What follows belongs to an exercise in optimizing a design on an open flow for small area; a production flow would make more cautious choices. Function was checked by simulation only, so behaviour that the tests miss may differ from the original. Power figures rest on the tool's default switching activity, not on a simulated workload. The clock port is modelled as an ideal driver; clocking choices that lean on that would not hold on a real chip.

## ca_core
module ca_core (
    input  wire        clk,
    input  wire        rst,           
    output wire        imem_re,
    output wire [9:0]  imem_addr,
    input  wire [15:0] imem_rdata,
    output wire        dmem_re,
    output wire        dmem_we,
    output wire [15:0] dmem_addr,
    output wire [7:0]  dmem_wdata,
    input  wire [7:0]  dmem_rdata,
    output wire        halted,
    output wire        fault,
    output wire [15:0] fault_pc,
    output wire [15:0] fault_word,
    output wire        eff_valid,
    output wire [15:0] eff_pc,
    output wire        eff_reg_we,
    output wire [5:0]  eff_reg_idx,
    output wire [7:0]  eff_reg_val,
    output wire        eff_mem_we,
    output wire [10:0] eff_mem_addr,
    output wire [7:0]  eff_mem_val,
    output wire        eff_redirect,
    output wire [15:0] eff_target,
    output wire [4:0]  eff_sreg,
    output wire [4:0]  obs_sreg
);
    reg  [255:0] ring0;           
    reg  [255:0] ring1;           
    reg  [4:0]   cnt;             
    reg          clr;             
    reg  [9:0]   pc;
    reg          ovf;             
    reg          bvalid;          
    reg  [7:0]   breg;
    reg          sr_z, sr_n, sr_c, sr_v, sr_s;
    wire [15:0] w  = imem_rdata;
    wire [3:0]  op = w[15:12];
    wire [5:0]  rs = w[11:6];
    wire [5:0]  lo = w[5:0];
    wire op_add  = (op == 4'd0);
    wire op_sub  = (op == 4'd1);
    wire op_mul  = (op == 4'd2);
    wire op_movi = (op == 4'd3);
    wire op_beqz = (op == 4'd4);
    wire op_andi = (op == 4'd5);
    wire op_eor  = (op == 4'd6);
  ...
export LEC_CHECK = 0
export ABC_AREA = 1
export CAP_MARGIN = 20
export CORE_MARGIN = 2
export CORE_UTILIZATION = 55
export GPL_TIMING_DRIVEN = 0
export PLACE_DENSITY = 0.8
export SLEW_MARGIN = 20
create_clock -name core_clock -period 10.0 [get_ports {clk}]
standard.sh (not shown) runs the stock make flow with config.mk's settings and CLKGATE_MAP_FILE= SYNTH_SCRIPT=/design/flow/synth_recipe.tcl, a recipe that flattens the netlist after the stock synthesis.
==> flow/flow/run.sh <==
#!/bin/bash
# The standard layout (standard.sh) with these changes:
#  - synthesis is the standard synthesis except that ABC maps the logic
#    for area with flow/area.abc (flow/synth_area.tcl); registers are mapped
#    exactly as in the standard synthesis,
#  - the netlist's buffers are removed at floorplan (REMOVE_ABC_BUFFERS),
#  - ports are buffered with sky130_fd_sc_hd__buf_1,
#  - clock tree synthesis builds larger sink clusters and adds no dummy loads.
# Every tool's output goes to standard.log (ORFS keeps per-step logs too).
set -uo pipefail
here=$(pwd)
export BUFFER_PORTS_ARGS="-buffer_cell sky130_fd_sc_hd__buf_1"
export REMOVE_ABC_BUFFERS=1
export SKIP_REPAIR_TIE_FANOUT=1
export CTS_ARGS="-sink_clustering_enable -repair_clock_nets -dont_use_dummy_load -buf_list sky130_fd_sc_hd__clkbuf_16 -sink_clustering_size 34 -sink_clustering_max_diameter 100"
export AREA_ABC_SCRIPT="$here/flow/area.abc"
sed "s#SYNTH_SCRIPT=[^ ]*#SYNTH_SCRIPT=$here/flow/synth_area.tcl#" standard.sh > area_standard.sh
if ! grep -q "SYNTH_SCRIPT=$here/flow/synth_area.tcl" area_standard.sh; then
  echo "could not point standard.sh at flow/synth_area.tcl" >&2
  exit 1
fi
bash area_standard.sh > standard.log 2>&1
==> flow/flow/area.abc <==
strash
dch -f
amap
==> flow/flow/synth_area.tcl <==
# The standard synthesis (synth_recipe.tcl), except that ABC maps for
# area with the script in area.abc instead of ORFS's abc_area.script.
proc synth {args} { yosys synth -nofsm -noshare {*}$args }
proc abc {args} {
  set i [lsearch -exact $args -script]
  if {$i >= 0} {
    set args [lreplace $args $i [expr {$i + 1}] -script $::env(AREA_ABC_SCRIPT)]
  }
  yosys abc {*}$args
}
source $::env(SCRIPTS_DIR)/synth.tcl
# left out here: clear keep_hierarchy, flatten, clean up, hide names made inside functions, write 1_2_yosys.v
Rerun with:
==> flow/flow/area.abc (replaced) <==
strash
dc2
dch -f
amap
Settings changed: PLACE_DENSITY 0.8 to unset.
Clock power goes up by about 2%.
Worst setup slack stays flat.
Utilization is higher by 0.61 points.
Synthesized area came out lower by 0.33%.
Sequential cell count does not change.
Count of clock-buffer cells in the layout is higher by 1.
Hold slack degrades by 40 ps.
Critical path depth goes up by 7.
Cell area goes up by 0.75%.
Clock skew shrinks by 33 ps.
Rerun with:
==> flow/flow/area.abc (replaced) <==
strash
dch -f
amap
Settings changed: CAP_MARGIN 20 to 5, SLEW_MARGIN 20 to 5.
After rerunning: Clock-buffer cell count goes down by 1. Via count goes down by 2.0%. Die area goes up by 0.32%. Register-to-register slack improved by 440 ps. Global-route usage goes down by 0.21 points. Wire length goes down by 3.0%. Design area goes down by 0.89%. Setup slack improved by 75 ps. Sequential share of layout area goes up by 0.61 points.
Rerun with:
Settings changed: CAP_MARGIN 5 to 20, SLEW_MARGIN 5 to 20.
Outcome: The new run passed the timing, DRC and antenna checks. Setup slack gets worse by 59 ps. Core utilization is lower by 0.18 points. Wire length barely changes.

-- what the ideal ports hide --
No port has a modelled driver above. Below, the same layouts with a new extraction and two added sets of constraints. Step 1, drivers: a clkbuf_16 drives clk and a buf_2 each remaining input, both assumed. Step 2, shift: input delay + t, output delay - t, t = (earliest + latest rising clock arrival at the registers) / 2. This alone moves slack from input paths to output paths. Slacks: no drivers / after step 1 / after step 2; pairs: no drivers / after step 1.
run	t (ns)	setup WS [ns]	hold slack, ns	worst register clock-pin slew, ns
the first run	0.537	0.275 / 0.253 / 0.253	0.292 / 0.292 / 0.292	0.12 / 0.12
the second run	0.541	0.274 / 0.251 / 0.251	0.252 / 0.252 / 0.252	0.12 / 0.12
the third run	0.552	0.349 / 0.325 / 0.325	0.307 / 0.307 / 0.307	0.11 / 0.11
the fourth run	0.554	0.291 / 0.267 / 0.267	0.305 / 0.305 / 0.305	0.11 / 0.11
After both steps every run listed still meets setup and hold.
